This design comes from an exercise in tuning for small area on the open sky130 flow, not from production work.
The RTL of this run was laid out without a check of its function.
Power figures rest on the tool's default switching activity, not on a simulated workload.

[design/flow/config.mk]
export PLATFORM = sky130hd
export DESIGN_NAME = irsony_decoder
export DESIGN_NICKNAME = irsony_decoder
export VERILOG_FILES = /design/flow/design.v
export SDC_FILE = /design/flow/constraint.sdc
export NUM_CORES = 4
export LEC_CHECK = 0
export CAP_MARGIN = 20
export CORE_MARGIN = 2
export CORE_UTILIZATION = 40
export SLEW_MARGIN = 20
[design/flow/constraint.sdc]
create_clock -name core_clock -period 15.0 [get_ports {clk}]
set_input_delay 3.0000 -clock core_clock [delete_from_list [all_inputs] [get_ports {clk}]]
set_output_delay 3.0000 -clock core_clock [all_outputs]
set_load 0.01 [all_outputs]
[design/flow/design.v]
module irsony_decoder (
    input  wire        clk,
    input  wire        rst,             
    input  wire        edge_valid,
    input  wire        edge_level,      
    input  wire [31:0] edge_ts,         
    input  wire        op_valid,
    input  wire [35:0] op_word,
    input  wire        line_ok,         
    output reg         resp_valid,
    output reg  [49:0] resp,
    output reg         edge_done,
    output reg  [2:0]  edge_outcome
);
    localparam        IR_ON   = 1'b0;
    localparam [7:0]  GAP     = 8'hFF;
    localparam [15:0] MAX_REPEAT_GAP = 16'd586;
    localparam [2:0] OUT_IGNORED   = 3'd0;
    localparam [2:0] OUT_CONTINUE  = 3'd1;
    localparam [2:0] OUT_SOFTERROR = 3'd2;
    localparam [2:0] OUT_HARDERROR = 3'd3;
    localparam [2:0] OUT_COMMITTED = 3'd4;
    localparam [2:0] OP_EDGE   = 3'd0;
    localparam [2:0] OP_TRYPOP = 3'd1;
    localparam [2:0] OP_INIT   = 3'd2;
    localparam [2:0] OP_START  = 3'd3;
    localparam [2:0] OP_STOP   = 3'd4;
    localparam [2:0] OP_ERRIDX = 3'd5;
    reg [7:0]  last_level_index;
    reg [31:0] last_half_bit_time;
    reg [31:0] last_flip_time;
    reg [7:0]  last_error_index;
    reg        request_tiny;
    reg [31:0] last_msg_time;
    reg [31:0] recv_msg_time;
    reg [1:0]  cursor;
    reg [63:0] slot_gap;
    reg [63:0] slot_len;
    reg [31:0] slot_cmd;
    reg [31:0] slot_adr;
    reg        enabled;
    reg [7:0]  watch_line;
    reg [7:0]  e_level_index;
    reg [31:0] e_half_bit_time;
    reg [31:0] e_flip_time;
    reg [7:0]  e_error_index;
    reg        e_tiny;
    reg [31:0] e_msg_time;
    reg [31:0] e_recv_time;
    reg [1:0]  e_cursor;
    reg [63:0] e_slot_gap;
    reg [63:0] e_slot_len;
    reg [31:0] e_slot_cmd;
    reg [31:0] e_slot_adr;
    reg [2:0]  e_outcome;
    integer    i, j, k;
    wire [31:0] flip_dif = edge_ts - last_flip_time;
    wire [31:0] bit_dif  = edge_ts - last_half_bit_time;
    wire [31:0] msg_dif  = edge_ts - last_msg_time;
    wire [31:0] len_dif  = edge_ts - recv_msg_time;
    wire [24:0] gap_units = msg_dif[31:7];
    wire [15:0] gap_sat   = (gap_units > 25'h000FFFF) ? 16'hFFFF : gap_units[15:0];
    wire expected_level = (last_level_index == GAP || last_level_index[0]) ? IR_ON : ~IR_ON;
    wire [7:0] bit_index = (last_level_index >> 1) - 8'd1;
    wire       bit_value = (bit_dif >= 32'd900);
    always @* begin
        e_level_index   = last_level_index;
        e_half_bit_time = last_half_bit_time;
        e_flip_time     = last_flip_time;
        e_error_index   = last_error_index;
        e_tiny          = request_tiny;
        e_msg_time      = last_msg_time;
        e_recv_time     = recv_msg_time;
        e_cursor        = cursor;
        e_slot_gap      = slot_gap;
        e_slot_len      = slot_len;
        e_slot_cmd      = slot_cmd;
        e_slot_adr      = slot_adr;
        e_outcome       = OUT_IGNORED;
        if (edge_valid && enabled) begin
            if (last_level_index == GAP && edge_level != IR_ON) begin
                e_outcome = OUT_IGNORED;                  
            end else if (edge_level != expected_level) begin
                if (flip_dif < 32'd300 && !request_tiny)   
                    e_outcome = OUT_SOFTERROR;
                else
                    e_outcome = OUT_HARDERROR;
            end else if (last_level_index == GAP) begin
                e_outcome = OUT_CONTINUE;                 
            end else if (last_level_index == 8'd0) begin  
                if (bit_dif < 32'd1800)      e_outcome = OUT_SOFTERROR;
                else if (bit_dif > 32'd3000) e_outcome = OUT_HARDERROR;
                else                         e_outcome = OUT_CONTINUE;
            end else if (last_level_index[0]) begin       
                if (bit_dif < 32'd300)       e_outcome = OUT_SOFTERROR;
                else if (bit_dif > 32'd900)  e_outcome = OUT_HARDERROR;
                else                         e_outcome = OUT_CONTINUE;
            end else begin                                
                if (bit_dif < 32'd300)       e_outcome = OUT_SOFTERROR;
                else if (bit_dif > 32'd1500) e_outcome = OUT_HARDERROR;
                else if (last_level_index == 8'd24) e_outcome = OUT_COMMITTED;
                else                         e_outcome = OUT_CONTINUE;
            end
            case (e_outcome)
                OUT_SOFTERROR: begin
                    e_tiny      = 1'b1;
                    e_flip_time = edge_ts;
                end
                OUT_HARDERROR: begin
                    if (edge_level == expected_level)
                        e_tiny = 1'b0;
                    e_error_index = last_level_index;
                    e_level_index = GAP;
                    e_flip_time   = edge_ts;
                end
                OUT_CONTINUE, OUT_COMMITTED: begin
                    e_tiny          = 1'b0;
                    e_half_bit_time = edge_ts;
                    e_flip_time     = edge_ts;
                    if (last_level_index == GAP) begin
                        for (i = 0; i < 4; i = i + 1) begin
                            if (cursor == i) begin
                                e_slot_gap[16*i +: 16] = gap_sat;
                                e_slot_len[16*i +: 16] = 16'd0;
                                e_slot_cmd[8*i +: 8]   = 8'd0;
                                e_slot_adr[8*i +: 8]   = 8'd0;
                            end
                        end
                        e_recv_time   = edge_ts;
                        e_level_index = 8'd0;
                    end else begin
                        if (last_level_index != 8'd0 && !last_level_index[0]) begin
                            for (i = 0; i < 4; i = i + 1) begin
                                if (cursor == i) begin
                                    if (bit_index < 8'd7)
                                        e_slot_cmd[8*i +: 8] = slot_cmd[8*i +: 8]
                                                             | ({7'd0, bit_value} << bit_index);
                                    else
                                        e_slot_adr[8*i +: 8] = slot_adr[8*i +: 8]
                                                             | ({7'd0, bit_value} << (bit_index - 8'd7));
                                end
                            end
                        end
                        if (e_outcome == OUT_COMMITTED) begin
                            for (i = 0; i < 4; i = i + 1)
                                if (cursor == i)
                                    e_slot_len[16*i +: 16] = len_dif[15:0];
                            e_msg_time    = edge_ts;
                            e_cursor      = cursor + 2'd1;
                            e_level_index = GAP;
                        end else begin
                            e_level_index = last_level_index + 8'd1;
                        end
                    end
                end
                default: ;
            endcase
        end
    end
    wire [2:0] op = op_word[35:33];
    wire n_zero = (op_word[32:0] == 33'd0);
    wire l_zero = (op_word[32:8] == 25'd0);
    wire is_trypop = op_valid && op == OP_TRYPOP && n_zero;
    wire is_init   = op_valid && op == OP_INIT   && n_zero;
    wire is_start  = op_valid && op == OP_START  && l_zero;
    wire is_stop   = op_valid && op == OP_STOP   && l_zero;
    wire is_erridx = op_valid && op == OP_ERRIDX && n_zero;
    wire is_illegal = op_valid && !(is_trypop || is_init || is_start || is_stop || is_erridx);
    wire [1:0]  cur_slot  = e_cursor - 2'd1;
    wire [1:0]  prev_slot = e_cursor - 2'd2;
    reg  [15:0] cur_gap, cur_len;
    reg  [7:0]  cur_cmd, cur_adr, prev_cmd, prev_adr;
    always @* begin
        cur_gap = 16'd0; cur_len = 16'd0; cur_cmd = 8'd0; cur_adr = 8'd0;
        prev_cmd = 8'd0; prev_adr = 8'd0;
        for (j = 0; j < 4; j = j + 1) begin
            if (cur_slot == j) begin
                cur_gap = e_slot_gap[16*j +: 16];
                cur_len = e_slot_len[16*j +: 16];
                cur_cmd = e_slot_cmd[8*j +: 8];
                cur_adr = e_slot_adr[8*j +: 8];
            end
            if (prev_slot == j) begin
                prev_cmd = e_slot_cmd[8*j +: 8];
                prev_adr = e_slot_adr[8*j +: 8];
            end
        end
    end
    wire deliver = (cur_len != 16'd0) && (cur_gap <= MAX_REPEAT_GAP)
                && (cur_cmd == prev_cmd) && (cur_adr == prev_adr);
    reg [63:0] n_slot_len;
    reg [49:0] n_resp;
    always @* begin
        n_slot_len = e_slot_len;
        n_resp     = 50'd0;
        if (is_trypop && deliver) begin
            for (k = 0; k < 4; k = k + 1)
                if (cur_slot == k)
                    n_slot_len[16*k +: 16] = 16'd0;
            n_resp = {1'b0, 1'b1, cur_gap, cur_len, cur_cmd, cur_adr};
        end
        if (is_start || is_stop)
            n_resp[0] = line_ok;
        if (is_erridx)
            n_resp[7:0] = e_error_index;
        if (is_illegal)
            n_resp[49] = 1'b1;
    end
    always @(posedge clk) begin
        if (rst || is_init) begin
            last_level_index   <= GAP;
            last_half_bit_time <= 32'd0;
            last_flip_time     <= 32'd0;
            last_error_index   <= 8'd0;
            request_tiny       <= 1'b0;
            last_msg_time      <= 32'd0;
            recv_msg_time      <= 32'd0;
            cursor             <= 2'd0;
            slot_gap           <= 64'd0;
            slot_len           <= 64'd0;
            slot_cmd           <= 32'd0;
            slot_adr           <= 32'd0;
        end else begin
            last_level_index   <= e_level_index;
            last_half_bit_time <= e_half_bit_time;
            last_flip_time     <= e_flip_time;
            last_error_index   <= e_error_index;
            request_tiny       <= e_tiny;
            last_msg_time      <= e_msg_time;
            recv_msg_time      <= e_recv_time;
            cursor             <= e_cursor;
            slot_gap           <= e_slot_gap;
            slot_len           <= n_slot_len;
            slot_cmd           <= e_slot_cmd;
            slot_adr           <= e_slot_adr;
        end
        if (rst) begin
            enabled    <= 1'b0;
            watch_line <= 8'd0;
        end else if (is_start && line_ok) begin
            enabled    <= 1'b1;
            watch_line <= op_word[7:0];
        end else if (is_stop && line_ok) begin
            enabled    <= 1'b0;
        end
        if (rst) begin
            resp_valid   <= 1'b0;
            resp         <= 50'd0;
            edge_done    <= 1'b0;
            edge_outcome <= 3'd0;
        end else begin
            resp_valid   <= op_valid;
            resp         <= n_resp;
            edge_done    <= edge_valid;
            edge_outcome <= e_outcome;
        end
    end
endmodule
[design/flow/run.sh]
#!/bin/bash
# synth_recipe.tcl (not shown) runs the flow's synth.tcl, then flattens the netlist and writes it again
# the make line also repeats each setting of config.mk as NAME=value (left out here)
make -C /OpenROAD-flow-scripts/flow DESIGN_CONFIG=/design/flow/config.mk WORK_HOME=/design/flow/orfs CLKGATE_MAP_FILE= SYNTH_SCRIPT=/design/flow/synth_recipe.tcl finish
==> run summary <==
[final timing paths]
kind                                       startpoint                 to  slack, ns  cells after the start
worst min-delay path                last_msg_time[29]  last_msg_time[29]       0.45                      2
worst max-delay path                       edge_ts[1]       slot_len[45]       4.15                     23
worst max register to register  last_half_bit_time[0]       slot_len[45]       7.03                     22
worst min register to register      last_msg_time[29]  last_msg_time[29]       0.45                      2
[stage by stage]
step	total power, mW	hold WS (ns)	area (um^2)	utilization (%)	cells
detailed placement	1.29	0.444	27400	43.6	4243
global placement	1.29	0.433	27400	43.6	4243
finish	2.42	0.451	29000	46.1	4325
global route	2.50	0.466	29000	46.1	4325
floorplan	1.19	0.427	25300	-	3417
CTS	2.44	0.452	28900	46.0	4323
[sequential cells by signal (all words and copies together), names as in the netlist, 2 cells and up]
signal / flops
slot_gap: 64
slot_len: 64
resp: 50
last_flip_time: 32
last_half_bit_time: 32
last_msg_time: 32
slot_adr: 32
slot_cmd: 32
recv_msg_time: 16
last_error_index: 8
last_level_index: 8
edge_outcome: 3
cursor: 2
[where the power goes]
group / internal [mW] / total, mW / switching, mW
Combinational: 0.0933 / 0.260 / 0.166
Clock: 0.672 / 1.15 / 0.477
Sequential: 1.01 / 1.01 / 0.000290
Total: 1.77 / 2.42 / 0.644
[layout by cell type, fill, tap and decap left out, types with 29 or more instances in the layout]
cell type,n
clkbuf_16,45
a211oi_1,62
xor2_1,44
nand2_1,555
a31oi_1,29
and2_1,63
nor3_1,94
a21o_1,33
o21ai_0,144
clkdlybuf4s50_1,128
nor2_1,344
and3_1,38
o211ai_1,50
nand3_1,90
xnor2_1,62
nand4_1,33
inv_1,142
a21oi_1,313
nor4_1,31
mux2i_1,77
o22ai_1,34
dfxtp_1,379
buf_4,53
ha_1,114
[kinds of logic (layout without fill, tap and decap cells)]
family | count (synthesis) | after routing | share of synthesized area [%]
AO/OA/AOI/OAI | 955 | 955 | 25.0
XOR/XNOR | 108 | 108 | 3.74
adder cells (fa/ha/maj) | 116 | 116 | 5.79
buffers and inverters | 343 | 405 | 5.33
flip-flops | 379 | 379 | 30.0
multiplexers | 98 | 98 | 3.96
other | 1 | 6 | 0.0148
AND/OR/NAND/NOR | 1412 | 1412 | 26.2
[critical path, cell delays in order]
cell	delay (ns)
clkdlybuf4s50_1	0.78
inv_1	0.13
fa_1	0.48
nand2b_1	0.21
a21boi_1	0.33
nor4_1	0.09
nor4bb_1	0.78
nor2b_1	0.22
a31oi_1	0.57
nand4_1	0.26
nor3_2	0.18
buf_4	0.32
mux2i_4	0.27
buf_4	0.61
nor2_2	0.04
buf_4	0.25
a2111oi_0	0.57
nand4_1	0.16
nor4_1	0.24
nand4_1	0.20
or3_4	0.40
nor4_4	1.00
a211oi_1	0.11
[cell type report]
cell class / instances / area share [%]
Tap cell: 846 / 3.66
Clock buffer: 56 / 4.24
Inverter: 142 / 1.84
Timing Repair Buffer: 183 / 5.89
Sequential cell: 379 / 26.2
Multi-Input combinational cell: 2695 / 57.1
Clock inverter: 24 / 1.07
[routing by layer]
layer	part of all wire (%)	track usage, %	wire [um]
met1	44	36.7	40300
met2	44	43.6	40700
met3	7.9	4.78	7290
met4	4.5	11.9	4130
met5	0	0	0
==> results.yml <==
outcome:
  status: "finished clean"
logic_synthesis:
  ys_ff_latch: 379
  yosysSeqAreaShare_pct: 30.0
  async_flop_share_pct: 0
  yosysTopAreaCellShare_pct: 30.0
  synth_edf_count: 0
  syn_avg_cell_area_um2: 7.42
  synth-warning-count: 1
  yosys.area.top_type: "dfxtp_1"
  synth_area_leaders: "dfxtp_1, nand2_1, a21oi_1"
  ys_top_cells_by_count: "nand2_1, dfxtp_1, nor2_1, a21oi_1, clkbuf_1"
  synthCells: 3412
  post-synth-top-count-cell: "nand2_1"
  ys.flop_type: "dfxtp_1"
  netlist_area_mm2: 0.0253
  ys_types: 100
placed_design:
  pre_cts_slack_ns: 3.74
  gp_congestion: 0.985
  portBuffers: 128
  dpl.hpwl_um: 66700
critical_path:
  critPathKind: "primary input to flip-flop"
  crit_required_ns: 15.40
  cp-end-kind: "flip-flop"
  cp-start-kind: "primary input"
  worst-path-max-fanout: 56
  cp.arrival_ns: 11.25
timing:
  slew_headroom_pct: 17.4
  min_period_ns: 10.85
  clock.fmax_mhz: 92.2
  hold_violations: 0
  skew_ns: 0.0529
  fin_setup_tns_ns: 0
  tightest_slew_ns: 1.23
  rsz0062_at_grt: "no"
  worst_slack_ns: 4.15
  drv_slew: 0
  setup_viol: 0
  fin_crit_sh_pct: 72.3
clock_tree:
  cts_hold_buffers: 0
  postCtsSetupRepairBufs: 0
  clockBufferDepth: 3
  cts_buffers: 45
  clk-insertion-delay-late_ns: 0.62
  cts_tree: "yes"
  clockRootBuffer: "clkbuf_16"
  cts_max_level: 2
  ctsResizeCount: 0
  clkSinkCount: 379
  clk_pin_slew_ns: 0.06
pwr:
  power.static_leakage_nw: 10.1
  peakVddDrop_mv: 0.0846
  powerDensity_mw_per_mm2: 83.5
grt:
  antenna_found_initial: 0
  grt_remaining_overflow: 0
  first_global_vias: 24367
  grt_max_degree: 88
  grt_util_all_layers_pct: 27.5
  grt_pass1_wl_um: 143000
floorplanning:
  rows: 92
  dieWidth_um: 256
  start_util_pct: 40.3
  core_area_mm2: 0.0629
  die_h_um: 256
  fp.dieArea_mm2: 0.0653
  top_level_ports: 129
detailed_routing:
  drc: 0
  vias: 25778
  firstDrtPassIters: 6
  wl_per_cell_um: 21.4
  drtIter0Drc: 2679
  antenna_left: 0
  routed_wl_um: 92400
  avgViaCountPerCell: 5.96
min_path:
  hold_path.class: "flip-flop to flip-flop"
final_layout:
  layout-drive-gt1-share_pct: 6.93
  areaGrowthSynthToFinish_pct: 14.4
  seq_area_mm2: 0.00759
  diodes: 0
  multiInputGateArea_mm2: 0.0165
  fillers: 6474
  nNetsFinal: 3636
job:
  maxCapViolations: 0

-- static timing again, ports no longer ideal --
In the flow no input, the clock included, has a driving cell. The finished layout below was timed again as built, in two steps. Step 1: set_driving_cell puts a clkbuf_16 on clk and a buf_2 on each other input, an assumption about the parent block. Step 2 also shifts input and output timing later by t, the mid clock arrival at the registers, as if the neighbouring blocks saw the same clock. a / b / c = ideal ports / drivers / drivers and shift; a / b = the first two.
t (ns): 0.659
setup WS [ns]: 4.151 / 4.192 / 3.534
worst setup path at the end: input to register
pins driven straight from the clock port: 1
After both steps setup and hold are still met in this run. The setup slack of this run moves by +0.041 ns with the drivers and by -0.617 ns with both steps.
